This is an optimization exercise on Yosys and OpenROAD, whose aim is small area, a short achievable clock period and few clock cycles per item, not a production implementation.
Where RTL was checked, it was by simulation tests only, not by an equivalence proof against the original.
For runs 5 to 7, only the layout was checked, not whether the RTL still works.
Power and IR drop assume default switching activity.

==> design/flow/design.v <==
module simpledes_core (
    input  wire        clk,
    input  wire        rst,         
    input  wire [23:0] cmd,
    input  wire        cmd_valid,
    output wire        cmd_ready,
    output wire [11:0] dout,
    output wire [7:0]  status
);
    localparam [2:0] E_NONE    = 3'd0;
    localparam [2:0] E_ILLEGAL = 3'd1;
    localparam [2:0] E_RANGE   = 3'd2;
    localparam [2:0] E_NOKEY   = 3'd3;
    localparam [2:0] E_LOCKED  = 3'd4;
    function [7:0] expand;
        input [5:0] x;
        expand = {x[5], x[4], x[2], x[3], x[2], x[3], x[1], x[0]};
    endfunction
    localparam [15:0] S1B0 = 16'he155, S1B1 = 16'hac5a, S1B2 = 16'h6669;
    localparam [15:0] S2B0 = 16'h4b78, S2B1 = 16'h3ad4, S2B2 = 16'h991d;
    function [2:0] sbox1;
        input [3:0] a;
        sbox1 = {S1B2[a], S1B1[a], S1B0[a]};
    endfunction
    function [2:0] sbox2;
        input [3:0] a;
        sbox2 = {S2B2[a], S2B1[a], S2B0[a]};
    endfunction
    function [5:0] round_f;
        input [5:0] r;
        input [7:0] rk;
        reg   [7:0] x;
        begin
            x       = expand(r) ^ rk;
            round_f = {sbox1(x[7:4]), sbox2(x[3:0])};
        end
    endfunction
    function [5:0] sboxes;
        input [7:0] x;
        sboxes = {sbox1(x[7:4]), sbox2(x[3:0])};
    endfunction
    function [5:0] unexpand;
        input [7:0] x;
        input [7:0] k;
        unexpand = {x[7] ^ k[7], x[6] ^ k[6], x[4] ^ k[4], x[5] ^ k[5], x[1] ^ k[1], x[0] ^ k[0]};
    endfunction
    reg  [8:0]  key;
    reg         kv;
    reg         dv;
    reg  [2:0]  err;
    reg  [5:0]  hl, hr;
    reg  [8:0]  rot;
    reg  [4:0]  cur;
    reg         busy;
    wire        down = !cur[4];          
    wire [3:0]  op   = cmd[23:20];
    wire [3:0]  sr   = cmd[19:16];
    wire [3:0]  er   = cmd[15:12];
    wire [11:0] data = cmd[11:0];
    wire fields_zero = (sr == 4'd0) && (er == 4'd0);
    wire is_ldkey = (op == 4'h1) && fields_zero;
    wire is_enc   = (op == 4'h2) && fields_zero;
    wire is_dec   = (op == 4'h3) && fields_zero;
    wire is_proc  = (op == 4'h4);
    wire illegal  = !(is_ldkey || is_enc || is_dec || is_proc);
    reg [2:0] fault;
    always @(*) begin
        if (illegal)
            fault = E_ILLEGAL;
        else if (is_ldkey)
            fault = (data[11:9] != 3'd0) ? E_RANGE : (kv ? E_LOCKED : E_NONE);
        else if (is_proc && (sr == 4'd0 || er == 4'd0))
            fault = E_RANGE;
        else if (!kv)
            fault = E_NOKEY;
        else
            fault = E_NONE;
    end
    wire issue = cmd_valid && !busy;
    wire [7:0] k1    = key[8:1];
    wire [7:0] k2    = key[7:0];
    wire [7:0] in_kf = op[0] ? k2 : k1;
    wire [5:0] in_r  = data[11:6] ^ sboxes(expand(data[5:0]) ^ in_kf);
    wire [8:0] rot_n = down ? {rot[0], rot[8:1]} : {rot[7:0], rot[8]};
    wire [5:0] st_r  = hl ^ sboxes(expand(hr) ^ rot[8:1]);       
    wire [3:0] idx = {sr[3], sr[2], sr[1] | (op[1] & ~op[0]), sr[0] | (op[1] & op[0])};
    wire [8:0] b0  = {key[0], key[8:1]};
    wire [8:0] b1  = idx[0] ? {b0[7:0], b0[8]}   : b0;
    wire [8:0] b2  = idx[1] ? {b1[6:0], b1[8:7]} : b1;
    wire [8:0] b3  = idx[2] ? {b2[4:0], b2[8:5]} : b2;
    wire [8:0] b4  = idx[3] ? {b3[0], b3[8:1]}   : b3;
    wire go_c = issue && (err == E_NONE) && (fault == E_NONE) && !is_ldkey;
    always @(posedge clk) begin
        if (rst) begin
            busy <= 1'b0;
            kv   <= 1'b0;
            dv   <= 1'b0;
            err  <= E_NONE;
        end else if (busy) begin
            if (cur == 5'd1 || cur == 5'h1f) busy <= 1'b0;
        end else if (issue && err == E_NONE) begin
            if (fault != E_NONE) begin
                err <= fault;
            end else if (is_ldkey) begin
                key <= data[8:0];
                kv  <= 1'b1;
            end else begin
                dv <= 1'b1;
                if (is_proc) busy <= (sr != er);
            end
        end
    end
    wire       ld   = !busy && go_c;
    wire       hold = !busy && !go_c;
    wire [5:0] ld_l = is_proc ? data[11:6] : data[5:0];
    wire [5:0] ld_r = is_proc ? data[5:0] : in_r;
    always @(posedge clk) begin
        hl  <= ({6{busy}} & hr)    | ({6{ld}} & ld_l) | ({6{hold}} & hl);
        hr  <= ({6{busy}} & st_r)  | ({6{ld}} & ld_r) | ({6{hold}} & hr);
        rot <= ({9{busy}} & rot_n) | ({9{ld}} & b4)   | ({9{hold}} & rot);
    end
    always @(posedge clk)
        cur <= busy ? (down ? cur - 5'd1 : cur + 5'd1) : {1'b0, sr} - {1'b0, er};
    assign cmd_ready = !busy;
    assign dout      = {st_r, hr};
    assign status    = {3'b000, err, dv, kv};
endmodule
==> design/flow/flow/run.sh <==
#!/bin/bash
# Standard layout, with the port buffers made of a regular buffer cell instead of the
# delay cell buffer_ports picks by default.
set -euo pipefail
bash standard.sh "BUFFER_PORTS_ARGS=-buffer_cell sky130_fd_sc_hd__buf_1" finish > run_standard.log 2>&1
==> design/flow/standard.sh <==
#!/bin/bash
# synth_recipe.tcl (not shown) runs the flow's synth.tcl, then flattens the netlist and writes it again
# the make line also repeats each setting of config.mk as NAME=value (left out here)
make -C /OpenROAD-flow-scripts/flow DESIGN_CONFIG=/design/flow/config.mk WORK_HOME=/design/flow/orfs CLKGATE_MAP_FILE= SYNTH_SCRIPT=/design/flow/synth_recipe.tcl "${@:-finish}"
==> design/flow/config.mk <==
export PLATFORM = sky130hd
export DESIGN_NAME = simpledes_core
export DESIGN_NICKNAME = simpledes_core
export VERILOG_FILES = /design/flow/design.v
export SDC_FILE = /design/flow/constraint.sdc
export NUM_CORES = 4
export LEC_CHECK = 0
export ABC_AREA = 1
export CAP_MARGIN = 20
export CORE_MARGIN = 2
export CORE_UTILIZATION = 40
export SETUP_SLACK_MARGIN = 1.3
export SLEW_MARGIN = 20
==> design/flow/constraint.sdc <==
create_clock -name core_clock -period 4.5 [get_ports {clk}]
set_input_delay 0.9000 -clock core_clock [delete_from_list [all_inputs] [get_ports {clk}]]
set_output_delay 0.9000 -clock core_clock [all_outputs]
set_load 0.01 [all_outputs]
==> summary.txt, run 1 <==
Outcome
  – Result of the run: timing/DRC/antenna clean

Cells and area
  – Antenna Diode Count: 0
  – Multi-input logic area: 0.002546 mm²
  – Fraction of final layout cells sized beyond drive strength 1: 6.552%
  – Layout-stage area growth over the synthesis result: 7.592%
  – Storage element area: 910.9 µm²
  – Cell Count, Final, Fillers Out: 770
  – Layout filler cell count: 995
  – Net count reported at finish: 689

STA
  – Slew headroom: 45.59%
  – Period utilisation layout: 66.28%
  – Final clock skew: 0.002561 ns
  – Transition time at the pin with the least slew margin: 0.8162 ns
  – Crit path time final: 2.983 ns
  – TNS Setup: 0 ns
  – Final hold viol count: 0
  – Endpoints failing setup: 0
  – Maximum frequency from static timing analysis: 0.3353 GHz
  – Unrepaired setup endpoints after global routing: no
  – Count of final max-slew check failures: 0

Logic synthesis
  – Post-Syn Area per Cell: 6.258 µm²
  – Simple-gate area share of the yosys netlist: 48.17%
  – Post-synthesis compound-gate area fraction: 7.101%
  – Sequential fraction of the synthesis area: 23.82%
  – Post-synthesis adder-cell area fraction: 7.395%
  – Dominant register cell in the synthesized netlist: dfxtp_1
  – Area of the mapped netlist: 0.003824 mm²
  – Synth Area in XOR/XNOR: 3.436%
  – Share of flip-flops with an asynchronous set or reset after synthesis: 0%
  – Number of register bits inferred by synthesis: 41
  – Synthesis warning total: 1
  – Count of flip-flops with a built-in enable after synthesis: 9
  – Count of unique library cells instantiated by Yosys: 40
  – Largest family of logic cells by synthesized area: simple AND/OR/NAND/NOR gates
  – Portion of netlist area occupied by mux cells: 0%
  – Post-synthesis instance total: 611

Global route
  – Pin count of the biggest net entering global routing: 33
  – Number of global-route vias before repair: 3802
  – Initial antenna violation count: 0
  – GRT Total Usage: 21.85%
  – Congestion Overflow GR: 0
  – First-pass GRT wire length: 18000 µm

Critical path
  – Worst path cell trace: xnor2_1 -> inv_1 -> ha_1 -> nand2_1 -> nand2_1 -> o21ai_0 -> xor2_1 -> buf_1
  – Delay contributed by the slowest stage of the critical path: 0.38 ns
  – Data required time of the worst path: 3.60 ns
  – Worst setup EP type: output port
  – Worst setup SP type: flip-flop
  – Cell repeated most along the worst path: nand2_1
  – Type of the worst setup path: reg -> out
  – Top fanout value on the critical path: 5
  – Delay-heaviest family, CP: XOR/XNOR gates
  – Crit path buf inv count: 2
  – Data arrival time of the critical path: 2.08 ns
  – Critical path's slowest cell: dfxtp_1

Route
  – Number of iterations in the first detailed-routing pass: 5
  – Average detailed-routed wire length per instance: 13.72 µm
  – Total routed wirelength: 10560 µm
  – Count of unresolved DRC violations after routing: 0
  – ANT nets after route: 0
  – Average via count per standard cell: 5.236
  – Count of routing violations after the opening detailed-route iteration: 198
  – Total via count in the routed design: 4032

Die
  – Number of rows created at floorplan: 35
  – Core Area: 0.009240 mm²
  – Die footprint: 0.01036 mm²
  – Effective utilization at floorplan: 41.38%
  – Num ports: 48
  – Height of the die: 101.8 µm
  – Die X-Extent: 101.8 µm

CTS
  – TritonCTS clock tree: done
  – Count of clock tree sinks: 41
  – Count of H-tree levels built during CTS: 2
  – Clock root buffer master: clkbuf_8
  – Buffers from clock root to sink, at most: 2
  – CTS Buf Count: 5
  – Clk latency of the worst-skew pair: 0.30 ns
  – CTS clock-pin slew for the worst setup and hold paths: 0.09 ns

Pwr
  – P_leak: 0.001971 µW
  – Power density cells: 243.9 mW/mm²
  – Worst IR drop on VDD: 0.1208 mV

Worst hold path
  – Hold/Removal Path Class: reg -> reg

Place
  – Cell Count Post-Placement: 762
  – Weighted congestion at the end of routability-driven global placement: 1.015
  – HPWL after DPL: 8433 µm
  – Number of I/O port buffers: 44

Job
  – Maximum capacitance violations: 0
cell type report:
class	count	area share [%]
clock buffer	5	1.673
tap	129	3.923
clock inverter	3	0.5170
timing repair buffer	45	4.197
multi-input combinational	486	61.89
inverter	61	5.657
sequential	41	22.14
cell usage in the layout, fill, tap and decap left out, types with 4 or more instances in the layout:
master,count
xnor2_1,9
o211ai_1,8
xor2_1,5
nor2_2,4
nand3_1,150
o21ai_0,20
clkbuf_8,5
inv_1,52
dfxtp_1,32
nand3_2,11
ha_1,21
a21oi_1,8
edfxtp_1,9
nand2_1,190
inv_2,5
nor2_1,27
nand2_2,5
nor3_1,4
buf_1,44
path summary, 6_finish.rpt:
| path | slack, ns | depth (start not counted) | from | end |
|---|---|---|---|---|
| setup / recovery | 1.52 | 8 | rot[2] | dout[6] |
| hold / removal | 0.49 | 2 | dv | dv |
| setup reg to reg | 2.34 | 5 | busy | key[7] |
| hold reg to reg | 0.49 | 2 | dv | dv |
synthesized netlist by cell type (2+ instances only):
| master | count | area, µm² |
|---|---|---|
| inv_2 | 5 | 18.77 |
| a21oi_1 | 8 | 40.04 |
| o21a_1 | 2 | 15.01 |
| o22ai_1 | 3 | 18.77 |
| nand3b_1 | 3 | 22.52 |
| clkbuf_1 | 13 | 48.80 |
| o31ai_1 | 3 | 22.52 |
| buf_4 | 8 | 60.06 |
| inv_1 | 52 | 195.2 |
| dfxtp_1 | 32 | 640.6 |
| o211ai_1 | 8 | 60.06 |
| nor2_1 | 27 | 101.4 |
| nand2_2 | 5 | 31.28 |
| xor2_1 | 5 | 43.79 |
| edfxtp_1 | 9 | 270.3 |
| xnor2_1 | 10 | 87.58 |
| nand3_1 | 150 | 750.7 |
| nand2_1 | 190 | 713.2 |
| clkinv_1 | 2 | 7.510 |
| nand3_2 | 11 | 110.1 |
| ha_1 | 21 | 262.8 |
| nor2_2 | 4 | 25.02 |
| o21ai_0 | 20 | 100.1 |
| nor3_1 | 4 | 20.02 |
repair_timing:
action,4_1_cts,5_1_grt
hold buffers,0,0
gates resized for setup,0,1
buffers inserted,0,0
setup endpoints to repair,0,1
metrics by stage:
step	total power (µW)	hold slack, ns	area (µm²)	utilization (%)	worst slack [ns]
detailed placement	753.9	0.4669	4016	43.47	1.294
floorplan	666.8	0.4487	3831	-	2.083
global placement	748.9	0.4665	4016	43.47	1.372
finish	1003	0.4868	4114	44.52	1.517
global route	1075	0.5224	4114	44.52	1.304
CTS	1005	0.4954	4106	44.44	1.449
where the power goes:
| part | total, µW | switching, µW | internal [µW] |
|---|---|---|---|
| Sequential | 427 | 30.7 | 396 |
| Combinational | 320 | 205 | 115 |
| Clock | 256 | 146 | 110 |
state kept, by name (all words and copies together), names as in the netlist:
signal	count
rot	9
hl	6
dv	1
key	9
hr	6
kv	1
err	3
busy	1
cur	5
metal layers:
metal	track usage [%]	vias to the layer above	part of all wire (%)
met4	6.965	0	2.5
met3	3.106	23	4.4
met1	28.63	1815	46
met2	36.99	125	47
li1	-	2069	-
met5	0	-	0
cells by family (layout without fill, tap and decap cells):
group / count (synthesis) / count (layout)
AOI/OAI and AO/OA: 46 / 46
xor gates and xnor gates: 15 / 15
adders and majority gates: 22 / 22
buffers and inverters: 86 / 114
DFF: 41 / 41
other: 1 / 3
and+or+nand+nor: 400 / 400
worst register-to-register path: stages, from the launching register on:
cell,delay (ns)
dfxtp_1,0.33
inv_2,0.34
nand3_1,0.24
nor3_1,0.20
o21ai_0,0.13
nor2_1,0.55
Testbench counts, summed over its fixed seeds: cycles 3,073, items 1,600.
==> run 2: changes to the inputs <==
--- a/design/flow/config.mk
+++ b/design/flow/config.mk
@@ -5,7 +5,6 @@
 export SDC_FILE = /design/flow/constraint.sdc
 export NUM_CORES = 4
 export LEC_CHECK = 0
-export ABC_AREA = 1
 export CAP_MARGIN = 20
 export CORE_MARGIN = 2
 export CORE_UTILIZATION = 40
==> summary.txt, run 2 <==
Pwr
  – P_sw: 389.9 µW (+2.1%)
  – Worst IR drop on VDD: 0.1652 mV (+37%)
  – Power density cells: 290.6 mW/mm² (+19%)
  – P_leak: 0.001498 µW (-24%)
  – Internal power consumption: 688.8 µW (+11%)
  – Share of power burned in the clock network: 22.4% (-3.1 points)
  – Sw Share: 36.15% (-1.9 points)
  – Power share of the combinational group: 36.1% (+4.2 points)
  – Sequential group share of total power: 41.5% (-1.1 points)

Critical path
  – Launch instance of the worst register-to-register path: key[1]
  – Data required time of the worst path: 3.60 ns (about the same)
  – Data arrival time of the critical path: 2.15 ns (+0.07 ns)
  – Type of the worst setup path: reg -> out
  – Worst setup EP type: output port
  – Terminus of the critical flop-to-flop path: hr[2]
  – Setup slack of the worst register-to-register path: 2.07 ns (-0.27 ns)
  – R2R cell count: 8 (+3)
  – Worst setup SP type: flip-flop
  – Top fanout value on the critical path: 5 (unchanged)

Logic synthesis
  – Post-Syn Area per Cell: 9.200 µm² (+47%)
  – Number of register bits inferred by synthesis: 41 (unchanged)
  – Ranking of synthesized cells by area: dfxtp_1 (19%), mux2i_1 (18%), edfxtp_1 (8.0%)
  – Count of unique library cells instantiated by Yosys: 50 (+25%)
  – Area share of the leading cell type in the synthesized netlist: 18.92% (-0.71 points)
  – Dominant register cell in the synthesized netlist: dfxtp_1
  – Most instantiated cells after synthesis: mux2i_1 (62), nor2_1 (33), dfxtp_1 (32)
  – Most repeated cell in the gate-level netlist after synthesis: mux2i_1
  – Synthesis warning total: 1 (unchanged)
  – Sequential fraction of the synthesis area: 26.90% (+3.1 points)
  – Area of the mapped netlist: 0.003386 mm² (-11%)
  – Count of flip-flops with a built-in enable after synthesis: 9 (unchanged)
  – Largest area contributor in the netlist: dfxtp_1
  – Post-synthesis instance total: 368 (-40%)
  – Share of flip-flops with an asynchronous set or reset after synthesis: 0% (unchanged)

CTS
  – Clock root buffer master: clkbuf_8
  – Count of H-tree levels built during CTS: 2 (unchanged)
  – CTS clock-pin slew for the worst setup and hold paths: 0.08 ns (about the same)
  – Count of clock tree sinks: 41 (unchanged)
  – CTS Buf Count: 5 (unchanged)
  – Buffers from clock root to sink, at most: 2 (unchanged)
  – Total of hold buffers inserted after clock tree synthesis: 0 (unchanged)
  – Clk latency of the worst-skew pair: 0.30 ns (about the same)
  – TritonCTS clock tree: done

Cells and area
  – Fraction of final layout cells sized beyond drive strength 1: 8.663% (+2.1 points)
  – Net count reported at finish: 452 (-34%)
  – Layout-stage area growth over the synthesis result: 9.645%
  – Antenna Diode Count: 0 (unchanged)
  – Most common library cell in the layout ignoring fill and taps: mux2i_1
  – Share of the core filled with cells in the final layout: 45.18% (+0.66 points)
  – Layout filler cell count: 831 (-16%)
  – Top flop regs: key x9, rot x9
  – Most frequent cells in the layout: mux2i_1 (62), buf_1 (43), nor2_1 (32)

STA
  – Final clock skew: 0.009045 ns (+0.006484 ns)
  – Count of final max-slew check failures: 0 (unchanged)
  – Crit path time final: 3.048 ns (+0.06569 ns)
  – Unrepaired setup endpoints after global routing: yes
  – Endpoints failing setup: 0 (unchanged)
  – Period utilisation layout: 67.74% (+1.5 points)
  – Transition time at the pin with the least slew margin: 0.7720 ns (-0.04411 ns)
  – Final hold viol count: 0 (unchanged)
  – Slew headroom: 48.46% (+2.9 points)
  – TNS Setup: 0 ns (unchanged)
  – Maximum frequency from static timing analysis: 0.3280 GHz (-2.2%)

Global route
  – First-pass GRT wire length: 12920 µm (-28%)
  – Number of global-route vias before repair: 2609 (-31%)
  – Congestion Overflow GR: 0 (unchanged)
  – Initial antenna violation count: 0 (unchanged)
  – GRT Total Usage: 18.30% (-3.6 points)
  – Pin count of the biggest net entering global routing: 28 (-15%)

Worst hold path
  – Hold-critical path endpoint: dv
  – Hold/Removal Path Class: reg -> reg
  – Worst hold path stage count: 2 (unchanged)
  – Hold wc startpoint: dv

Route
  – Length of routed met3 wiring: 488 µm (+5.6%)
  – Count of routing violations after the opening detailed-route iteration: 163 (-18%)
  – Average detailed-routed wire length per instance: 16.26 µm (+19%)
  – Total routed wirelength: 8276 µm (-22%)
  – Average via count per standard cell: 5.536 (+5.7%)
  – Met1 Routed Length: 3837 µm (-22%)
  – Met2 wire length: 3860 µm (-22%)
  – ANT nets after route: 0 (unchanged)
  – Total via count in the routed design: 2818 (-30%)
  – Top Metal Used: met4
  – Count of unresolved DRC violations after routing: 0 (unchanged)
  – Number of iterations in the first detailed-routing pass: 4 (-1)

Job
  – Maximum capacitance violations: 0 (unchanged)

Die
  – Die footprint: 0.009216 mm² (-11%)
  – Core Area: 0.008217 mm² (-11%)
  – Effective utilization at floorplan: 41.21% (-0.18 points)
  – Num ports: 48 (unchanged)
  – Height of the die: 96 µm (-5.7%)
  – Die X-Extent: 96 µm (-5.7%)
  – Number of rows created at floorplan: 33 (-5.7%)

Place
  – Number of I/O port buffers: 44 (unchanged)
  – HPWL after DPL: 6269 µm (-26%)
  – Weighted congestion at the end of routability-driven global placement: 0.8400 (-17%)

Outcome
  – Result of the run: timing/DRC/antenna clean
## run 2: cell count changes in the layout (fill, tap and decap cells not counted), moves of 11 or more
cell	change
mux2i_1	+62
nand3_1	-145
xnor2_1	+14
inv_1	-30
nand2_1	-162
a31oi_1	+11
nand3_2	-11
o21ai_0	-14
o221ai_1	+16
## run 2: cell families (layout without fill, tap and decap cells)
logic type | count (synthesis) | in the layout | synth area share, %
and+or+nand+nor | 91 | 91 | 12.82
muxes | 67 | 67 | 21.32
AOI/OAI and AO/OA | 66 | 66 | 14.41
buffers and inverters | 45 | 79 | 7.021
DFF | 41 | 41 | 26.90
xor gates and xnor gates | 35 | 35 | 9.054
adders and majority gates | 22 | 22 | 8.352
other | 1 | 3 | 0.1108
## run 2: how the worst max path moves through the flow
stage                 start       to
finish                hr[0]  dout[6]
global route         rot[2]  dout[7]
CTS                  rot[1]  dout[6]
detailed placement  cmd[20]    hr[3]
global placement    cmd[20]    hr[3]
floorplan           cmd[18]   key[0]
## run 2: routing by layer
layer,up-vias,track usage [%]
li1,1394,-
met1,1345,24.60
met2,69,30.44
met3,10,3.211
met4,0,4.405
met5,-,0
## run 2: cell type report
| class | count | area (µm²) | share of cell area, % |
|---|---|---|---|
| clock buffer | 7 | 76.32 | 2.056 |
| clock inverter | 1 | 7.507 | 0.2022 |
| inverter | 22 | 82.58 | 2.224 |
| multi-input combinational | 284 | 2297 | 61.88 |
| sequential | 41 | 913.4 | 24.60 |
| tap | 105 | 131.4 | 3.539 |
| timing repair buffer | 49 | 203.9 | 5.494 |
## run 2: power by group through the flow
stage	clock network, µW	registers [µW]	logic [µW]
global placement	0	452	373
detailed placement	0	454	376
floorplan	0	443	282
CTS	246	446	381
global route	265	453	431
finish	242	447	390
## run 2: timing repair
action | CTS | global route
setup endpoints to repair | 22 | 11
gates resized for setup | 3 | 6
setup buffers | 0 | 2
pin swaps | 0 | 1
gates cloned | 0 | 0
## run 2: stage by stage
step                power, µW  instance area, µm²  hold slack (ns)  setup WS, ns  std cells
global placement        825.0                3570           0.4647        0.8984        499
floorplan               724.2                3400           0.4416         1.363        370
finish                   1079                3712           0.4948         1.452        509
detailed placement      830.1                3570           0.4827        0.7379        499
global route             1149                3712           0.5467         1.275        509
CTS                      1073                3665           0.4996         1.330        507
## run 2: worst max-delay path: stages, from the launching register on
cell and delay (ns):
dfxtp_1 0.37, xnor2_2 0.29, buf_4 0.17, ha_1 0.12
inv_1 0.04, mux4_2 0.46, xnor2_1 0.21, buf_1 0.18
==> run 3: changes to the inputs <==
--- a/design/flow/config.mk
+++ b/design/flow/config.mk
@@ -7,6 +7,7 @@
 export LEC_CHECK = 0
 export CAP_MARGIN = 20
 export CORE_MARGIN = 2
-export CORE_UTILIZATION = 40
+export CORE_UTILIZATION = 65
+export PLACE_DENSITY = 0.75
 export SETUP_SLACK_MARGIN = 1.3
 export SLEW_MARGIN = 20
==> summary.txt, run 3 <==
Route
  – Total via count in the routed design: 2878 (+2.1%)
  – Total routed wirelength: 7915 µm (-4.4%)
  – Count of routing violations after the opening detailed-route iteration: 149 (-8.6%)
  – ANT nets after route: 0 (unchanged)
  – Average detailed-routed wire length per instance: 16.70 µm (+2.7%)
  – Average via count per standard cell: 6.072 (+9.7%)
  – Number of iterations in the first detailed-routing pass: 4 (unchanged)
  – Count of unresolved DRC violations after routing: 0 (unchanged)

Critical path
  – Worst setup SP type: flip-flop
  – Data arrival time of the critical path: 2.20 ns (+0.05 ns)
  – Launch instance of the worst register-to-register path: key[1]
  – Setup slack of the worst register-to-register path: 2.05 ns (-0.02 ns)
  – Type of the worst setup path: reg -> out
  – Start point of the critical path: hr[1]
  – Top fanout value on the critical path: 7 (+2)
  – Data required time of the worst path: 3.60 ns (about the same)
  – Worst setup EP type: output port

Pwr
  – Sequential group share of total power: 37.7% (-3.8 points)
  – Worst IR drop on VDD: 0.2166 mV (+31%)
  – Power density cells: 318.5 mW/mm² (+9.6%)
  – P_sw: 401.5 µW (+3.0%)
  – P_leak: 0.001523 µW (+1.7%)
  – Total power: 1184 µW (+9.8%)
  – Share of power burned in the clock network: 29.3% (+6.9 points)
  – Sw Share: 33.90% (-2.2 points)
  – Internal power consumption: 782.8 µW (+14%)
  – Power share of the combinational group: 33.0% (-3.1 points)

Global route
  – GRT Total Usage: 27.45% (+9.2 points)
  – First-pass GRT wire length: 12740 µm (-1.4%)
  – Initial antenna violation count: 0 (unchanged)
  – Global route hottest layer: met2
  – Global Route met2 Usage: 47.14% (+17 points)
  – Pin count of the biggest net entering global routing: 28 (unchanged)
  – Number of global-route vias before repair: 2700 (+3.5%)
  – Global routing usage on met3: 4.739% (+1.5 points)
  – Congestion Overflow GR: 0 (unchanged)
  – Global routing usage on met1: 35.17% (+11 points)

Logic synthesis
  – Number of register bits inferred by synthesis: 41 (unchanged)
  – Area share of the leading cell type in the synthesized netlist: 18.92% (unchanged)
  – Ranking of synthesized cells by area: dfxtp_1 (19%), mux2i_1 (18%), edfxtp_1 (8.0%)
  – Count of flip-flops with a built-in enable after synthesis: 9 (unchanged)
  – Share of flip-flops with an asynchronous set or reset after synthesis: 0% (unchanged)
  – Most repeated cell in the gate-level netlist after synthesis: mux2i_1
  – Synthesis warning total: 1 (unchanged)
  – Largest area contributor in the netlist: dfxtp_1
  – Post-Syn Area per Cell: 9.200 µm² (unchanged)
  – Post-synthesis instance total: 368 (unchanged)
  – Most instantiated cells after synthesis: mux2i_1 (62), nor2_1 (33), dfxtp_1 (32)
  – Count of unique library cells instantiated by Yosys: 50 (unchanged)
  – Dominant register cell in the synthesized netlist: dfxtp_1
  – Area of the mapped netlist: 0.003386 mm² (unchanged)
  – Sequential fraction of the synthesis area: 26.90% (unchanged)

STA
  – Final clock skew: 0.01043 ns (+0.001381 ns)
  – Unrepaired setup endpoints after global routing: yes
  – Slew headroom: 49.83% (+1.4 points)
  – Final hold viol count: 0 (unchanged)
  – Count of final max-slew check failures: 0 (unchanged)
  – Final hold slack: 0.5058 ns (+0.01101 ns)
  – Crit path time final: 3.105 ns (+0.05645 ns)
  – Period utilisation layout: 69.00% (+1.3 points)
  – Setup slack of the critical path after layout: 1.395 ns (-0.05645 ns)
  – TNS Setup: 0 ns (unchanged)
  – Maximum frequency from static timing analysis: 0.3221 GHz (-1.8%)
  – Transition time at the pin with the least slew margin: 0.7516 ns (-0.02049 ns)
  – Endpoints failing setup: 0 (unchanged)

Place
  – Cell Count Post-Placement: 464 (-7.0%)
  – Weighted congestion at the end of routability-driven global placement: 0.8988 (+7.0%)
  – Post-Place Setup Slack: 0.7690 ns (+0.03106 ns)
  – Number of I/O port buffers: 44 (unchanged)
  – HPWL after DPL: 5869 µm (-6.4%)

CTS
  – CTS Buf Count: 5 (unchanged)
  – Clock root buffer master: clkbuf_8
  – Clk latency of the worst-skew pair: 0.31 ns (about the same)
  – Count of H-tree levels built during CTS: 2 (unchanged)
  – CTS clock-pin slew for the worst setup and hold paths: 0.08 ns (about the same)
  – Buffers from clock root to sink, at most: 2 (unchanged)
  – Count of clock tree sinks: 41 (unchanged)
  – Total of hold buffers inserted after clock tree synthesis: 0 (unchanged)
  – TritonCTS clock tree: done

Die
  – Die X-Extent: 76.17 µm (-21%)
  – Effective utilization at floorplan: 66.72% (+26 points)
  – Number of rows created at floorplan: 26 (-21%)
  – Height of the die: 76.17 µm (-21%)
  – Num ports: 48 (unchanged)
  – Die footprint: 0.005802 mm² (-37%)
  – Core Area: 0.005075 mm² (-38%)

Cells and area
  – Multi-input logic area: 0.002300 mm² (+0.11%)
  – Net count reported at finish: 452 (unchanged)
  – Layout-stage area growth over the synthesis result: 9.830%
  – Most frequent cells in the layout: mux2i_1 (62), buf_1 (43), nor2_1 (32)
  – Layout filler cell count: 403 (-52%)
  – Storage element area: 912.1 µm² (-0.14%)
  – Top flop regs: key x9, rot x9
  – Most common library cell in the layout ignoring fill and taps: mux2i_1
  – Antenna Diode Count: 0 (unchanged)
  – Fraction of final layout cells sized beyond drive strength 1: 9.158% (+0.50 points)
  – Cell Count, Final, Fillers Out: 474 (-6.9%)

Outcome
  – Result of the run: timing/DRC/antenna clean

Job
  – Maximum capacitance violations: 0 (unchanged)

Worst hold path
  – Hold wc startpoint: dv
  – Hold/Removal Path Class: reg -> reg
==> run 3: cells by family after synthesis <==
logic type / after synthesis / synth area share, %
AO/OA/AOI/OAI: 66 / 14.41
XOR/XNOR: 35 / 9.054
adder cells (fa/ha/maj): 22 / 8.352
buffers and inverters: 45 / 7.021
flip-flops: 41 / 26.90
multiplexers: 67 / 21.32
other: 1 / 0.1108
AND/OR/NAND/NOR: 91 / 12.82
==> run 3: repair_timing <==
action | in CTS | in global routing
endpoints found under the setup margin | 22 | 8
resized for setup | 4 | 4
pin swaps | 0 | 1
setup buffers | 0 | 2
==> run 3: final timing paths <==
path	end	depth (start not counted)
max	dout[7]	6
max reg2reg	hr[2]	8
min	dv	2
min reg2reg	dv	2
==> run 3: power by group through the flow <==
stage                     sequential (µW)  clock (µW)  combinational [µW]
final                                 446         347                 391
after global placement                451           0                 369
after CTS                             444         352                 380
after detailed placement              451           0                 373
after global routing                  450         365                 432
after floorplan                       443           0                 282
==> run 3: final cells by class <==
type / count / area share, %
clock buffers: 6 / 2.524
clock inverters: 2 / 1.043
flip-flops and latches: 41 / 24.53
multi-input cells: 284 / 61.84
well taps: 70 / 2.355
repair buffers: 49 / 5.485
inverters: 22 / 2.221
==> run 3: worst max-delay path: stages (launching register included) <==
cell	delay (ns)
dfxtp_1	0.49
xor2_4	0.25
inv_1	0.10
ha_1	0.20
mux4_2	0.47
xnor2_1	0.21
buf_1	0.18
==> run 3: through the flow <==
step,area [µm²],util [%]
2_1_floorplan,3400,-
3_3_place_gp,3526,69.48
3_5_place_dp,3526,69.48
4_1_cts,3677,72.46
5_1_grt,3719,73.27
6_report,3719,73.27
==> run 3: metal layers <==
metal | part of all wire (%) | up-vias
li1 | - | 1400
met1 | 44 | 1380
met2 | 50 | 86
met3 | 3.9 | 12
met4 | 1.7 | 0
met5 | 0 | -
==> run 4: changes to the inputs <==
--- a/design/flow/config.mk
+++ b/design/flow/config.mk
@@ -7,7 +7,8 @@
 export LEC_CHECK = 0
 export CAP_MARGIN = 20
 export CORE_MARGIN = 2
-export CORE_UTILIZATION = 65
-export PLACE_DENSITY = 0.75
+export CORE_UTILIZATION = 40
+export CTS_CLUSTER_DIAMETER = 300
+export CTS_CLUSTER_SIZE = 50
 export SETUP_SLACK_MARGIN = 1.3
 export SLEW_MARGIN = 20
==> summary.txt, run 4 <==
Outcome
  – Result of the run: timing/DRC/antenna clean

Route
  – ANT nets after route: 0 (unchanged)
  – Count of unresolved DRC violations after routing: 0 (unchanged)
  – Top Metal Used: met4
  – Total via count in the routed design: 2818 (-2.1%)
  – Average via count per standard cell: 5.536 (-8.8%)
  – Average detailed-routed wire length per instance: 16.26 µm (-2.6%)
  – Met1 Routed Length: 3837 µm (+9.2%)
  – Total routed wirelength: 8276 µm (+4.6%)
  – Met2 wire length: 3860 µm (-2.4%)
  – Number of iterations in the first detailed-routing pass: 4 (unchanged)
  – Count of routing violations after the opening detailed-route iteration: 163 (+9.4%)
  – Length of routed met3 wiring: 488 µm (+56%)

Critical path
  – Top fanout value on the critical path: 5 (-2)
  – Worst setup SP type: flip-flop
  – Launch instance of the worst register-to-register path: key[1]
  – Type of the worst setup path: reg -> out
  – Data required time of the worst path: 3.60 ns (about the same)
  – Worst setup EP type: output port
  – Setup slack of the worst register-to-register path: 2.07 ns (+0.02 ns)
  – Delay contributed by the slowest stage of the critical path: 0.46 ns (-0.03 ns)
  – Data arrival time of the critical path: 2.15 ns (-0.05 ns)
  – Delay-heaviest family, CP: XOR/XNOR gates
  – Start point of the critical path: hr[0]
  – Worst path cell trace: xnor2_2 -> buf_4 -> ha_1 -> inv_1 -> mux4_2 -> xnor2_1 -> buf_1
  – Crit path buf inv count: 3 (+1)
  – Critical path's slowest cell: mux4_2

STA
  – Final clock skew: 0.009045 ns (-0.001381 ns)
  – Final hold viol count: 0 (unchanged)
  – Unrepaired setup endpoints after global routing: yes
  – Crit path time final: 3.048 ns (-0.05645 ns)
  – Count of final max-slew check failures: 0 (unchanged)
  – Transition time at the pin with the least slew margin: 0.7720 ns (+0.02049 ns)
  – TNS Setup: 0 ns (unchanged)
  – Maximum frequency from static timing analysis: 0.3280 GHz (+1.9%)
  – Endpoints failing setup: 0 (unchanged)
  – Period utilisation layout: 67.74% (-1.3 points)
  – Slew headroom: 48.46% (-1.4 points)

Global route
  – Initial antenna violation count: 0 (unchanged)
  – Number of global-route vias before repair: 2609 (-3.4%)
  – First-pass GRT wire length: 12920 µm (+1.4%)
  – Congestion Overflow GR: 0 (unchanged)
  – Pin count of the biggest net entering global routing: 28 (unchanged)
  – GRT Total Usage: 18.30% (-9.2 points)

Place
  – Weighted congestion at the end of routability-driven global placement: 0.8400 (-6.5%)
  – Number of I/O port buffers: 44 (unchanged)
  – HPWL after DPL: 6269 µm (+6.8%)
  – Total placed instance area: 0.003570 mm² (+1.2%)

Logic synthesis
  – Area share of the leading cell type in the synthesized netlist: 18.92% (unchanged)
  – Sequential fraction of the synthesis area: 26.90% (unchanged)
  – Number of register bits inferred by synthesis: 41 (unchanged)
  – Largest area contributor in the netlist: dfxtp_1
  – Post-synthesis instance total: 368 (unchanged)
  – Share of flip-flops with an asynchronous set or reset after synthesis: 0% (unchanged)
  – Count of unique library cells instantiated by Yosys: 50 (unchanged)
  – Post-Syn Area per Cell: 9.200 µm² (unchanged)
  – Most instantiated cells after synthesis: mux2i_1 (62), nor2_1 (33), dfxtp_1 (32)
  – Synthesis warning total: 1 (unchanged)
  – Most repeated cell in the gate-level netlist after synthesis: mux2i_1
  – Area of the mapped netlist: 0.003386 mm² (unchanged)
  – Ranking of synthesized cells by area: dfxtp_1 (19%), mux2i_1 (18%), edfxtp_1 (8.0%)
  – Dominant register cell in the synthesized netlist: dfxtp_1
  – Count of flip-flops with a built-in enable after synthesis: 9 (unchanged)

Cells and area
  – Antenna Diode Count: 0 (unchanged)
  – Most common library cell in the layout ignoring fill and taps: mux2i_1
  – Net count reported at finish: 452 (unchanged)
  – Top flop regs: key x9, rot x9
  – Fraction of final layout cells sized beyond drive strength 1: 8.663% (-0.50 points)
  – Layout-stage area growth over the synthesis result: 9.645%
  – Most frequent cells in the layout: mux2i_1 (62), buf_1 (43), nor2_1 (32)
  – Finished layout cell area: 0.003712 mm² (-0.17%)

Worst hold path
  – Hold wc startpoint: dv
  – Hold/Removal Path Class: reg -> reg

Pwr
  – Power density cells: 290.6 mW/mm² (-8.8%)
  – Sw Share: 36.15% (+2.2 points)
  – Share of power burned in the clock network: 22.4% (-6.9 points)
  – P_sw: 389.9 µW (-2.9%)
  – Worst IR drop on VDD: 0.1652 mV (-24%)
  – P_leak: 0.001498 µW (-1.7%)
  – Power share of the combinational group: 36.1% (+3.1 points)
  – Internal power consumption: 688.8 µW (-12%)
  – Sequential group share of total power: 41.5% (+3.8 points)

Die
  – Effective utilization at floorplan: 41.21% (-26 points)
  – Number of rows created at floorplan: 33 (+27%)
  – Num ports: 48 (unchanged)
  – Die X-Extent: 96 µm (+26%)
  – Die footprint: 0.009216 mm² (+59%)
  – Height of the die: 96 µm (+26%)
  – Core Area: 0.008217 mm² (+62%)

CTS
  – CTS Buf Count: 5 (unchanged)
  – Count of clock tree sinks: 41 (unchanged)
  – CTS clock-pin slew for the worst setup and hold paths: 0.08 ns (about the same)
  – Total of hold buffers inserted after clock tree synthesis: 0 (unchanged)
  – Clk latency of the worst-skew pair: 0.30 ns (about the same)
  – TritonCTS clock tree: done
  – Count of H-tree levels built during CTS: 2 (unchanged)
  – Buffers from clock root to sink, at most: 2 (unchanged)
  – Clock root buffer master: clkbuf_8

Job
  – Maximum capacitance violations: 0 (unchanged)
## run 4: cell type report
class | instances | area [µm²]
fillers | 831 | 4504
flip-flops and latches | 41 | 913.4
inverters | 22 | 82.58
well taps | 105 | 131.4
clock inverters | 1 | 7.507
multi-input cells | 284 | 2297
clock buffers | 7 | 76.32
repair buffers | 49 | 203.9
## run 4: cells by family (layout without fill, tap and decap cells)
group	Yosys count	after routing	share of synthesized area (%)
other	1	3	0.1108
AO/OA/AOI/OAI	66	66	14.41
XOR/XNOR	35	35	9.054
adder cells (fa/ha/maj)	22	22	8.352
buffers and inverters	45	79	7.021
AND/OR/NAND/NOR	91	91	12.82
flip-flops	41	41	26.90
multiplexers	67	67	21.32
## run 4: final timing paths
path	to	depth (start not counted)
setup / recovery	dout[6]	7
hold / removal	dv	2
setup reg to reg	hr[2]	8
hold reg to reg	dv	2
## run 4: timing repair
| action | CTS | global route |
|---|---|---|
| pin swaps | 0 | 1 |
| gates resized for setup | 3 | 6 |
| setup endpoints to repair | 22 | 11 |
| setup buffers | 0 | 2 |
## run 4: per-stage QoR
step | hold slack (ns) | setup slack [ns] | instances | utilization, % | power (µW)
floorplan | 0.4416 | 1.363 | 370 | - | 724.2
global placement | 0.4647 | 0.8984 | 499 | 43.44 | 825.0
detailed placement | 0.4827 | 0.7379 | 499 | 43.44 | 830.1
CTS | 0.4996 | 1.330 | 507 | 44.60 | 1073
global route | 0.5467 | 1.275 | 509 | 45.18 | 1149
finish | 0.4948 | 1.452 | 509 | 45.18 | 1079
## run 4: layer usage
metal  GRT usage (%)  vias up
li1                -     1394
met1           24.60     1345
met3           3.211       10
met5               0        -
met2           30.44       69
met4           4.405        0
## run 4: power by group through the flow
stage | logic, µW | clock network [µW] | registers (µW)
after floorplan | 282 | 0 | 443
after global placement | 373 | 0 | 452
after detailed placement | 376 | 0 | 454
after CTS | 381 | 246 | 446
after global routing | 431 | 265 | 453
final | 390 | 242 | 447
## run 4: worst min-delay path, cell delays in order (launching register included)
cell and delay (ns):
dfxtp_1 0.35, nor2_1 0.05, nor2_1 0.07
==> run 5: changes to the inputs <==
--- a/design/flow/design.v
+++ b/design/flow/design.v
@@ -16,15 +16,25 @@
         input [5:0] x;
         expand = {x[5], x[4], x[2], x[3], x[2], x[3], x[1], x[0]};
     endfunction
-    localparam [15:0] S1B0 = 16'he155, S1B1 = 16'hac5a, S1B2 = 16'h6669;
-    localparam [15:0] S2B0 = 16'h4b78, S2B1 = 16'h3ad4, S2B2 = 16'h991d;
     function [2:0] sbox1;
         input [3:0] a;
-        sbox1 = {S1B2[a], S1B1[a], S1B0[a]};
+        reg   [3:0] q0, q1, q2;
+        begin
+            q0 = {a[0] | a[1], ~(a[0] | a[1]), ~a[0], ~a[0]};
+            q1 = {a[0], a[1], ~a[0], a[0]};
+            q2 = {a[0] ^ a[1], a[0] ^ a[1], a[0] ^ a[1], ~(a[0] ^ a[1])};
+            sbox1 = {q2[a[3:2]], q1[a[3:2]], q0[a[3:2]]};
+        end
     endfunction
     function [2:0] sbox2;
         input [3:0] a;
-        sbox2 = {S2B2[a], S2B1[a], S2B0[a]};
+        reg   [3:0] q0, q1, q2;
+        begin
+            q0 = {a[1] & ~a[0], a[0] | ~a[1], ~(a[0] & a[1]), a[0] & a[1]};
+            q1 = {~a[1], a[0], a[1] | ~a[0], a[1] & ~a[0]};
+            q2 = {~(a[0] ^ a[1]), ~(a[0] ^ a[1]), ~(a[0] | a[1]), a[1] | ~a[0]};
+            sbox2 = {q2[a[3:2]], q1[a[3:2]], q0[a[3:2]]};
+        end
     endfunction
     function [5:0] round_f;
         input [5:0] r;
--- a/design/flow/config.mk
+++ b/design/flow/config.mk
@@ -8,7 +8,5 @@
 export CAP_MARGIN = 20
 export CORE_MARGIN = 2
 export CORE_UTILIZATION = 40
-export CTS_CLUSTER_DIAMETER = 300
-export CTS_CLUSTER_SIZE = 50
 export SETUP_SLACK_MARGIN = 1.3
 export SLEW_MARGIN = 20
==> summary.txt, run 5 <==
Cells and area
  – Share of the core filled with cells in the final layout: 46.39% (+1.2 points)
  – Layout filler cell count: 781 (-6.0%)
  – Fraction of final layout cells sized beyond drive strength 1: 6.500% (-2.2 points)
  – Layout-stage area growth over the synthesis result: 10.96%
  – Top flop regs: key x9, rot x9
  – Cell Count, Final, Fillers Out: 502 (-1.4%)
  – Antenna Diode Count: 0 (unchanged)
  – Net count reported at finish: 442 (-2.2%)
  – Most common library cell in the layout ignoring fill and taps: mux2i_1
  – Most frequent cells in the layout: mux2i_1 (63), buf_1 (43), dfxtp_1 (32)

Worst hold path
  – Worst hold path stage count: 2 (unchanged)
  – Hold-critical path endpoint: err[1]
  – Hold wc startpoint: err[1]
  – Hold/Removal Path Class: reg -> reg

STA
  – Final hold viol count: 0 (unchanged)
  – Crit path time final: 3.100 ns (+0.05135 ns)
  – Count of final max-slew check failures: 0 (unchanged)
  – Unrepaired setup endpoints after global routing: no
  – Final hold slack: 0.4729 ns (-0.02187 ns)
  – Endpoints failing setup: 0 (unchanged)
  – Maximum frequency from static timing analysis: 0.3226 GHz (-1.7%)
  – Slew headroom: 44.76% (-3.7 points)
  – Final clock skew: 0.01642 ns (+0.007373 ns)
  – Transition time at the pin with the least slew margin: 0.8275 ns (+0.05541 ns)
  – Period utilisation layout: 68.88% (+1.1 points)
  – TNS Setup: 0 ns (unchanged)

Die
  – Num ports: 48 (unchanged)
  – Core Area: 0.007807 mm² (-5.0%)
  – Number of rows created at floorplan: 32 (-3.0%)
  – Height of the die: 94.34 µm (-1.7%)
  – Effective utilization at floorplan: 41.81% (+0.60 points)
  – Die footprint: 0.008899 mm² (-3.4%)
  – Die X-Extent: 94.34 µm (-1.7%)

Logic synthesis
  – Count of flip-flops with a built-in enable after synthesis: 9 (unchanged)
  – Synth Area in XOR/XNOR: 10.89% (+1.8 points)
  – Most instantiated cells after synthesis: mux2i_1 (63), dfxtp_1 (32), xnor2_1 (29)
  – Synthesis warning total: 1 (unchanged)
  – Post-Syn Area per Cell: 8.993 µm² (-2.3%)
  – Ranking of synthesized cells by area: dfxtp_1 (20%), mux2i_1 (19%), edfxtp_1 (8.3%)
  – Number of register bits inferred by synthesis: 41 (unchanged)
  – Sequential fraction of the synthesis area: 27.90% (+1.0 points)
  – Simple-gate area share of the yosys netlist: 14.14% (+1.3 points)
  – Dominant register cell in the synthesized netlist: dfxtp_1
  – Post-synthesis adder-cell area fraction: 6.363% (-2.0 points)
  – Portion of netlist area occupied by mux cells: 20.35% (-0.97 points)
  – Post-synthesis compound-gate area fraction: 14.11% (-0.31 points)
  – Most repeated cell in the gate-level netlist after synthesis: mux2i_1
  – Count of unique library cells instantiated by Yosys: 52 (+4.0%)
  – Area of the mapped netlist: 0.003264 mm² (-3.6%)
  – Largest family of logic cells by synthesized area: multiplexers
  – Largest area contributor in the netlist: dfxtp_1
  – Area share of the leading cell type in the synthesized netlist: 19.62% (+0.70 points)
  – Post-synthesis instance total: 363 (-1.4%)
  – Share of flip-flops with an asynchronous set or reset after synthesis: 0% (unchanged)

Critical path
  – R2R cell count: 8 (unchanged)
  – Data arrival time of the critical path: 3.11 ns (+0.96 ns)
  – Data required time of the worst path: 4.51 ns (+0.91 ns)
  – Worst setup SP type: input port
  – Delay-heaviest family, CP: simple AND/OR/NAND/NOR gates
  – Critical path's slowest cell: or4_4
  – Worst setup EP type: flip-flop
  – Launch instance of the worst register-to-register path: key[4]
  – Cell repeated most along the worst path: or4_4
  – Setup slack of the worst register-to-register path: 2.22 ns (+0.15 ns)
  – Type of the worst setup path: in -> reg
  – Delay contributed by the slowest stage of the critical path: 0.57 ns (+0.11 ns)
  – Terminus of the critical flop-to-flop path: hr[3]
  – Number of cells on the critical path: 7 (unchanged)
  – Top fanout value on the critical path: 11 (+6)
  – Worst path cell trace: clkbuf_2 -> or4_4 -> or4_4 -> a21oi_4 -> nand2_1 -> nor3_4 -> buf_12
  – Crit path buf inv count: 2 (-1)

Route
  – Total via count in the routed design: 2725 (-3.3%)
  – Count of routing violations after the opening detailed-route iteration: 152 (-6.7%)
  – Average via count per standard cell: 5.428 (-2.0%)
  – Number of iterations in the first detailed-routing pass: 4 (unchanged)
  – ANT nets after route: 0 (unchanged)
  – Total routed wirelength: 7838 µm (-5.3%)
  – Count of unresolved DRC violations after routing: 0 (unchanged)
  – Average detailed-routed wire length per instance: 15.61 µm (-4.0%)

Global route
  – Global routing usage on met1: 23.47% (-1.1 points)
  – Global routing usage on met3: 3.033% (-0.18 points)
  – Number of global-route vias before repair: 2641 (+1.2%)
  – GRT Total Usage: 17.81% (-0.49 points)
  – Congestion Overflow GR: 0 (unchanged)
  – Pin count of the biggest net entering global routing: 34 (+21%)
  – Global route hottest layer: met2
  – Initial antenna violation count: 0 (unchanged)
  – First-pass GRT wire length: 12480 µm (-3.5%)
  – Global Route met2 Usage: 29.58% (-0.86 points)

CTS
  – Count of clock tree sinks: 41 (unchanged)
  – TritonCTS clock tree: done
  – Clock root buffer master: clkbuf_8
  – Buffers from clock root to sink, at most: 2 (unchanged)
  – Count of H-tree levels built during CTS: 2 (unchanged)
  – Clk latency of the worst-skew pair: 0.30 ns (about the same)
  – CTS clock-pin slew for the worst setup and hold paths: 0.08 ns (about the same)
  – CTS Buf Count: 5 (unchanged)

Place
  – Cell Count Post-Placement: 493 (-1.2%)
  – HPWL after DPL: 6041 µm (-3.6%)
  – Weighted congestion at the end of routability-driven global placement: 0.8375 (-0.30%)
  – Number of I/O port buffers: 44 (unchanged)

Pwr
  – P_leak: 0.001493 µW (-0.34%)
  – Worst IR drop on VDD: 0.1453 mV (-12%)
  – Power density cells: 234.6 mW/mm² (-19%)

Outcome
  – Result of the run: timing/DRC/antenna clean

Job
  – Maximum capacitance violations: 0 (unchanged)
-- run 5: routing by layer --
metal | share of wire, % | vias up
li1 | - | 1369
met5 | 0 | -
met1 | 48 | 1267
met2 | 46 | 75
met4 | 1.9 | 0
met3 | 4.1 | 14
-- run 5: report_power, final --
| part | total (µW) | leakage (µW) | internal [µW] | switching (µW) |
|---|---|---|---|---|
| registers | 406 | 0.000342 | 386 | 20.1 |
| logic | 193 | 0.00110 | 88.9 | 104 |
| clock network | 250 | 0.0000461 | 110 | 140 |
-- run 5: worst max-delay path by stage --
stage | start | slack, ns | end
finish | cmd[18] | 1.40 | key[7]
global route | cmd[20] | 1.30 | hr[3]
CTS | cmd[18] | 1.33 | key[7]
detailed placement | cmd[18] | 0.81 | key[7]
global placement | cmd[18] | 0.90 | key[6]
floorplan | cmd[18] | 1.32 | key[0]
-- run 5: repair_timing --
action	CTS	global route
hold buffers	0	0
gates cloned	0	0
resized for setup	4	2
buffers inserted	1	0
endpoints found under the setup margin	22	21
pin swaps	1	2
-- run 5: cells by family after synthesis --
| logic type | Yosys count |
|---|---|
| xor gates and xnor gates | 39 |
| adders and majority gates | 16 |
| DFF | 41 |
| and+or+nand+nor | 93 |
| other | 1 |
| AOI/OAI and AO/OA | 65 |
| buffers and inverters | 43 |
| muxes | 65 |
-- run 5: area by class of cell --
| class | instances | area (µm²) | share of cell area, % |
|---|---|---|---|
| multi-input combinational | 281 | 2200 | 60.73 |
| sequential | 41 | 910.9 | 25.15 |
| clock inverter | 2 | 12.51 | 0.3454 |
| inverter | 20 | 75.07 | 2.073 |
| tap | 102 | 127.6 | 3.523 |
| timing repair buffer | 50 | 224.0 | 6.183 |
| clock buffer | 6 | 72.57 | 2.003 |
-- run 5: stage by stage --
stage | worst slack, ns | instance area (µm²) | power (µW)
6_report | 1.400 | 3622 | 849.6
5_1_grt | 1.305 | 3622 | 891.3
3_5_place_dp | 0.8110 | 3482 | 606.4
3_3_place_gp | 0.9026 | 3482 | 602.5
4_1_cts | 1.329 | 3610 | 854.8
2_1_floorplan | 1.319 | 3277 | 555.6
-- run 5: tightest hold or removal path: cells and delay by family, from the launching register on --
| kind | cells | cell delay (ns) |
|---|---|---|
| AOI/OAI and AO/OA | 1 | 0.05 |
| DFF | 1 | 0.33 |
| buffers and inverters | 1 | 0.05 |
==> run 6: changes to the inputs <==
--- a/design/flow/config.mk
+++ b/design/flow/config.mk
@@ -8,5 +8,5 @@
 export CAP_MARGIN = 20
 export CORE_MARGIN = 2
 export CORE_UTILIZATION = 40
-export SETUP_SLACK_MARGIN = 1.3
+export SETUP_SLACK_MARGIN = 1.5
 export SLEW_MARGIN = 20
==> summary.txt, run 6 <==
Place
  – Cell Count Post-Placement: 493 (unchanged)
  – Total placed instance area: 0.003491 mm² (+0.25%)
  – HPWL after DPL: 5865 µm (-2.9%)
  – Weighted congestion at the end of routability-driven global placement: 0.7769 (-7.2%)
  – Number of I/O port buffers: 44 (unchanged)

Die
  – Height of the die: 94.34 µm (unchanged)
  – Die X-Extent: 94.34 µm (unchanged)
  – Effective utilization at floorplan: 41.81% (unchanged)
  – Num ports: 48 (unchanged)
  – Core Area: 0.007807 mm² (unchanged)
  – Die footprint: 0.008899 mm² (unchanged)
  – Number of rows created at floorplan: 32 (unchanged)

CTS
  – Clock root buffer master: clkbuf_8
  – Count of clock tree sinks: 41 (unchanged)
  – TritonCTS clock tree: done
  – CTS clock-pin slew for the worst setup and hold paths: 0.07 ns (about the same)
  – Count of H-tree levels built during CTS: 2 (unchanged)
  – Buffers from clock root to sink, at most: 2 (unchanged)
  – Clk latency of the worst-skew pair: 0.30 ns (about the same)
  – CTS Buf Count: 5 (unchanged)

Logic synthesis
  – Share of flip-flops with an asynchronous set or reset after synthesis: 0% (unchanged)
  – Ranking of synthesized cells by area: dfxtp_1 (20%), mux2i_1 (19%), edfxtp_1 (8.3%)
  – Dominant register cell in the synthesized netlist: dfxtp_1
  – Area share of the leading cell type in the synthesized netlist: 19.62% (unchanged)
  – Post-synthesis instance total: 363 (unchanged)
  – Number of register bits inferred by synthesis: 41 (unchanged)
  – Sequential fraction of the synthesis area: 27.90% (unchanged)
  – Most instantiated cells after synthesis: mux2i_1 (63), dfxtp_1 (32), xnor2_1 (29)
  – Post-Syn Area per Cell: 8.993 µm² (unchanged)
  – Synthesis warning total: 1 (unchanged)
  – Count of flip-flops with a built-in enable after synthesis: 9 (unchanged)
  – Area of the mapped netlist: 0.003264 mm² (unchanged)
  – Most repeated cell in the gate-level netlist after synthesis: mux2i_1
  – Count of unique library cells instantiated by Yosys: 52 (unchanged)
  – Largest area contributor in the netlist: dfxtp_1

STA
  – Final clock skew: 0.01387 ns (-0.002551 ns)
  – Slew headroom: 47.22% (+2.5 points)
  – Final hold viol count: 0 (unchanged)
  – Endpoints failing setup: 0 (unchanged)
  – Count of final max-slew check failures: 0 (unchanged)
  – Maximum frequency from static timing analysis: 0.3385 GHz (+4.9%)
  – Period utilisation layout: 65.65% (-3.2 points)
  – Crit path time final: 2.954 ns (-0.1455 ns)
  – Transition time at the pin with the least slew margin: 0.7907 ns (-0.03680 ns)
  – TNS Setup: 0 ns (unchanged)
  – Unrepaired setup endpoints after global routing: yes

Critical path
  – Data arrival time of the critical path: 2.96 ns (-0.15 ns)
  – Type of the worst setup path: in -> reg
  – Cell repeated most along the worst path: or4_4
  – Data required time of the worst path: 4.50 ns (about the same)
  – Top fanout value on the critical path: 9 (-2)
  – Worst setup SP type: input port
  – Worst path cell trace: buf_1 -> or4_4 -> or4_4 -> a21oi_4 -> nand2_2 -> nor3_4 -> buf_12
  – Delay contributed by the slowest stage of the critical path: 0.59 ns (+0.02 ns)
  – Worst setup EP type: flip-flop
  – Critical path's slowest cell: or4_4

Global route
  – First-pass GRT wire length: 12360 µm (-0.95%)
  – Number of global-route vias before repair: 2546 (-3.6%)
  – Pin count of the biggest net entering global routing: 34 (unchanged)
  – Initial antenna violation count: 0 (unchanged)
  – Congestion Overflow GR: 0 (unchanged)
  – GRT Total Usage: 17.58% (-0.22 points)

Pwr
  – P_leak: 0.001517 µW (+1.6%)
  – Worst IR drop on VDD: 0.1681 mV (+16%)
  – Power density cells: 240.5 mW/mm² (+2.5%)

Cells and area
  – Share of the core filled with cells in the final layout: 47.32% (+0.93 points)
  – Most common library cell in the layout ignoring fill and taps: mux2i_1
  – Finished layout cell area: 0.003695 mm² (+2.0%)
  – Top flop regs: key x9, rot x9
  – Fraction of final layout cells sized beyond drive strength 1: 8.933% (+2.4 points)
  – Most frequent cells in the layout: mux2i_1 (63), buf_1 (42), dfxtp_1 (29)
  – Cell Count, Final, Fillers Out: 505 (+0.60%)
  – Net count reported at finish: 446 (+0.90%)
  – Layout-stage area growth over the synthesis result: 13.19%
  – Antenna Diode Count: 0 (unchanged)

Route
  – Number of iterations in the first detailed-routing pass: 4 (unchanged)
  – Average via count per standard cell: 5.364 (-1.2%)
  – ANT nets after route: 0 (unchanged)
  – Count of routing violations after the opening detailed-route iteration: 171 (+13%)
  – Total routed wirelength: 7630 µm (-2.7%)
  – Total via count in the routed design: 2709 (-0.59%)
  – Count of unresolved DRC violations after routing: 0 (unchanged)
  – Average detailed-routed wire length per instance: 15.11 µm (-3.2%)

Job
  – Maximum capacitance violations: 0 (unchanged)

Outcome
  – Result of the run: timing/DRC/antenna clean

Worst hold path
  – Hold/Removal Path Class: reg -> reg
==> run 6: cell counts after synthesis <==
No cell type changed its count.
==> run 6: cell type report <==
class	instances	area, µm²
clock buffers	5	68.82
flip-flops and latches	41	914.6
inverters	20	75.07
fillers	775	4113
multi-input cells	281	2218
well taps	102	127.6
clock inverters	2	35.03
repair buffers	54	255.2
==> run 6: through the flow <==
stage	hold WS [ns]	setup WS [ns]	total power, µW
2_1_floorplan	0.4410	1.484	556.8
3_3_place_gp	0.4483	0.9851	603.1
3_5_place_dp	0.4616	0.9529	607.6
4_1_cts	0.4739	1.548	895.7
5_1_grt	0.4855	1.482	932.8
6_report	0.4704	1.546	888.5
==> run 6: worst max-delay path, delay by kind of cell <==
family | cells | cell delay (ns)
buffers and inverters | 2 | 0.30
AOI/OAI and AO/OA | 1 | 0.31
and+or+nand+nor | 4 | 1.45
==> run 6: worst paths after layout <==
check          start     end  slack (ns)  cells past startpoint
min           err[1]  err[1]        0.47                      2
max reg2reg   key[5]   hr[3]        2.31                      8
max          cmd[17]  key[7]        1.55                      7
min reg2reg   err[1]  err[1]        0.47                      2
==> run 6: kinds of logic after synthesis <==
| family | Yosys count | synth area share, % |
|---|---|---|
| DFF | 41 | 27.90 |
| muxes | 65 | 20.35 |
| buffers and inverters | 43 | 6.133 |
| and+or+nand+nor | 93 | 14.14 |
| adders and majority gates | 16 | 6.363 |
| other | 1 | 0.1149 |
| xor gates and xnor gates | 39 | 10.89 |
| AOI/OAI and AO/OA | 65 | 14.11 |
==> run 6: layer usage <==
| layer | vias to the layer above | share of wire (%) | track usage, % |
|---|---|---|---|
| met5 | - | 0 | 0 |
| li1 | 1377 | - | - |
| met4 | 0 | 0.45 | 3.261 |
| met3 | 5 | 4.5 | 3.113 |
| met1 | 1259 | 48 | 24.00 |
| met2 | 68 | 47 | 29.46 |
==> run 6: what timing repair did <==
| action | CTS | global route |
|---|---|---|
| pin swaps | 2 | 2 |
| buffers inserted | 3 | 2 |
| hold buffers | 0 | 0 |
| gates resized for setup | 9 | 2 |
| endpoints found under the setup margin | 31 | 21 |
==> run 6: power breakdown <==
part	switching, µW	internal [µW]
combinational	105	89.5
clock	127	161
sequential	19.9	386
==> run 7: changes to the inputs <==
--- a/design/flow/config.mk
+++ b/design/flow/config.mk
@@ -8,5 +8,5 @@
 export CAP_MARGIN = 20
 export CORE_MARGIN = 2
 export CORE_UTILIZATION = 40
-export SETUP_SLACK_MARGIN = 1.5
+export SETUP_SLACK_MARGIN = 1.7
 export SLEW_MARGIN = 20
==> summary.txt, run 7 <==
Route
  – Number of iterations in the first detailed-routing pass: 4 (unchanged)
  – Average via count per standard cell: 5.554 (+3.5%)
  – Total via count in the routed design: 2905 (+7.2%)
  – Count of routing violations after the opening detailed-route iteration: 117 (-32%)
  – ANT nets after route: 0 (unchanged)
  – Total routed wirelength: 8760 µm (+15%)
  – Count of unresolved DRC violations after routing: 0 (unchanged)
  – Average detailed-routed wire length per instance: 16.75 µm (+11%)

Die
  – Die footprint: 0.008899 mm² (unchanged)
  – Height of the die: 94.34 µm (unchanged)
  – Die X-Extent: 94.34 µm (unchanged)
  – Number of rows created at floorplan: 32 (unchanged)
  – Core Area: 0.007807 mm² (unchanged)
  – Effective utilization at floorplan: 41.81% (unchanged)
  – Num ports: 48 (unchanged)

Logic synthesis
  – Count of flip-flops with a built-in enable after synthesis: 9 (unchanged)
  – Ranking of synthesized cells by area: dfxtp_1 (20%), mux2i_1 (19%), edfxtp_1 (8.3%)
  – Post-Syn Area per Cell: 8.993 µm² (unchanged)
  – Sequential fraction of the synthesis area: 27.90% (unchanged)
  – Post-synthesis instance total: 363 (unchanged)
  – Most repeated cell in the gate-level netlist after synthesis: mux2i_1
  – Synthesis warning total: 1 (unchanged)
  – Share of flip-flops with an asynchronous set or reset after synthesis: 0% (unchanged)
  – Dominant register cell in the synthesized netlist: dfxtp_1
  – Number of register bits inferred by synthesis: 41 (unchanged)
  – Area of the mapped netlist: 0.003264 mm² (unchanged)
  – Most instantiated cells after synthesis: mux2i_1 (63), dfxtp_1 (32), xnor2_1 (29)
  – Area share of the leading cell type in the synthesized netlist: 19.62% (unchanged)
  – Largest area contributor in the netlist: dfxtp_1
  – Count of unique library cells instantiated by Yosys: 52 (unchanged)

STA
  – Maximum frequency from static timing analysis: 0.3467 GHz (+2.4%)
  – Slew headroom: 34.94% (-12 points)
  – Period utilisation layout: 64.09% (-1.6 points)
  – TNS Setup: 0 ns (unchanged)
  – Endpoints failing setup: 0 (unchanged)
  – Count of final max-slew check failures: 0 (unchanged)
  – Final clock skew: 0.01083 ns (-0.003033 ns)
  – Final hold viol count: 0 (unchanged)
  – Transition time at the pin with the least slew margin: 0.9699 ns (+0.1793 ns)
  – Unrepaired setup endpoints after global routing: yes
  – Setup slack of the critical path after layout: 1.616 ns (+0.07030 ns)
  – Crit path time final: 2.884 ns (-0.07030 ns)

Pwr
  – Power density cells: 225.1 mW/mm² (-6.4%)
  – Worst IR drop on VDD: 0.1542 mV (-8.3%)
  – P_leak: 0.001727 µW (+14%)

Place
  – Weighted congestion at the end of routability-driven global placement: 0.8131 (+4.7%)
  – Number of I/O port buffers: 44 (unchanged)
  – HPWL after DPL: 5920 µm (+0.94%)
  – Total placed instance area: 0.003491 mm² (unchanged)
  – Post-Place Setup Slack: 0.9000 ns (-0.05294 ns)

CTS
  – CTS Buf Count: 5 (unchanged)
  – Clk latency of the worst-skew pair: 0.30 ns (about the same)
  – Count of clock tree sinks: 41 (unchanged)
  – Clock root buffer master: clkbuf_8
  – Total of hold buffers inserted after clock tree synthesis: 0 (unchanged)
  – Buffers from clock root to sink, at most: 2 (unchanged)
  – CTS clock-pin slew for the worst setup and hold paths: 0.09 ns (+0.02 ns)
  – TritonCTS clock tree: done
  – Count of H-tree levels built during CTS: 2 (unchanged)

Critical path
  – Delay contributed by the slowest stage of the critical path: 0.50 ns (-0.09 ns)
  – Worst setup SP type: flip-flop
  – Delay-heaviest family, CP: multiplexers
  – Worst path cell trace: xor2_4 -> inv_1 -> ha_4 -> mux4_2 -> xnor2_2 -> buf_2
  – Data arrival time of the critical path: 1.98 ns (-0.98 ns)
  – Data required time of the worst path: 3.60 ns (-0.90 ns)
  – Type of the worst setup path: reg -> out
  – Top fanout value on the critical path: 3 (-6)
  – Worst setup EP type: output port
  – Critical path's slowest cell: mux4_2
  – Crit path buf inv count: 2 (unchanged)

Cells and area
  – Net count reported at finish: 463 (+3.8%)
  – Top flop regs: key x9, rot x9
  – Most common library cell in the layout ignoring fill and taps: mux2i_1
  – Finished layout cell area: 0.004138 mm² (+12%)
  – Most frequent cells in the layout: mux2i_1 (63), buf_1 (36), nor2_1 (28)
  – Antenna Diode Count: 0 (unchanged)
  – Fraction of final layout cells sized beyond drive strength 1: 20.19% (+11 points)
  – Layout-stage area growth over the synthesis result: 26.75%

Global route
  – Initial antenna violation count: 0 (unchanged)
  – GRT Total Usage: 19.46% (+1.9 points)
  – Congestion Overflow GR: 0 (unchanged)
  – First-pass GRT wire length: 13520 µm (+9.4%)
  – Number of global-route vias before repair: 2755 (+8.2%)
  – Pin count of the biggest net entering global routing: 29 (-15%)

Job
  – Maximum capacitance violations: 0 (unchanged)

Worst hold path
  – Hold/Removal Path Class: reg -> reg

Outcome
  – Result of the run: timing/DRC/antenna clean
run 7: changes by cell type in the layout (fill, tap and decap cells not counted), sizes merged:
cell / delta
buf: +13
clkinv: -1
clkbuf: +4
nand2: +2
run 7: power breakdown:
group | switching, µW | leakage (µW) | internal [µW] | total [µW]
clock network | 134 | 0.0000585 | 181 | 315
registers | 20.7 | 0.000344 | 384 | 404
logic | 111 | 0.00132 | 101 | 212
run 7: path summary, 6_finish.rpt:
check | start | endpoint | slack, ns | cells past startpoint
setup / recovery | rot[2] | dout[7] | 1.62 | 6
hold / removal | dv | dv | 0.48 | 2
setup reg to reg | busy | rot[4] | 1.89 | 8
hold reg to reg | dv | dv | 0.48 | 2
run 7: cell type report:
cell class              count  area [µm²]
fillers                   724        3670
multi-input cells         283        2444
flip-flops and latches     41       932.1
repair buffers             69       442.9
well taps                 102       127.6
clock buffers               7       86.33
inverters                  20       75.07
clock inverters             1       30.03
run 7: metal layers:
metal  wire length [µm]  up-vias  part of all wire (%)  global-route usage, %
met4                193        0                   2.2                  5.435
met2               4171       93                    48                  32.62
met1               3927     1369                    45                  25.97
li1                   -     1422                     -                      -
met3                467       21                   5.3                  3.192
met5                  0        -                     0                      0
run 7: timing repair:
action,in CTS,in global routing
pin swaps,11,12
gates resized for setup,33,41
setup endpoints to repair,36,25
setup buffers,16,5
gates cloned,2,1
hold endpoints to repair,0,0
run 7: metrics by stage:
stage	instances	total power (µW)	hold WS (ns)	util, %
3_3_place_gp	491	603.1	0.4521	44.71
4_1_cts	517	924.6	0.4665	50.11
5_1_grt	523	977.0	0.5175	53.00
3_5_place_dp	491	606.9	0.4550	44.71
2_1_floorplan	365	557.6	0.4410	-
6_report	523	931.5	0.4813	53.00
run 7: cell families after synthesis:
family	synth area share (%)
muxes	20.35
other	0.1149
xor gates and xnor gates	10.89
AOI/OAI and AO/OA	14.11
adders and majority gates	6.363
DFF	27.90
buffers and inverters	6.133
and+or+nand+nor	14.14
run 7: tightest hold or removal path: cells and delay by family (launching register included):
| family | cells | cell delay (ns) |
|---|---|---|
| flops | 1 | 0.34 |
| simple gates | 2 | 0.12 |

-- separate check: timing with driven ports --
The results above use ideal ports. As a check the final layouts listed here were re-extracted and re-timed, cells and wires unchanged.
Step 1 sets driving cells, clkbuf_16 on the clock port and buf_2 on the other inputs (assumed; they add their load-dependent delay and slew).
Step 2 moves the port delays by t, midway between the first and last clock arrival at a register: inputs arrive t later, outputs are due t later. That takes back most of the time a late clock gives input paths.
Three values: ideal ports, drivers, drivers and shift; two values: the first two.
run	t, ns	setup WS [ns]	cell pins on the clock port's net
run 1	0.325	1.517 / 1.487 / 1.325	1
run 2	0.331	1.452 / 1.421 / 1.200	1
run 3	0.329	1.395 / 1.367 / 1.182	1
run 4	0.331	1.452 / 1.421 / 1.200	1
run 5	0.325	1.400 / 1.403 / 1.079	1
run 6	0.320	1.546 / 1.552 / 1.237	1
run 7	0.326	1.616 / 1.585 / 1.376	1
After both steps setup and hold are still met in every run listed. For run 5, which loses most, drivers alone change the setup slack by +0.003 ns; drivers and shift together by -0.321 ns.
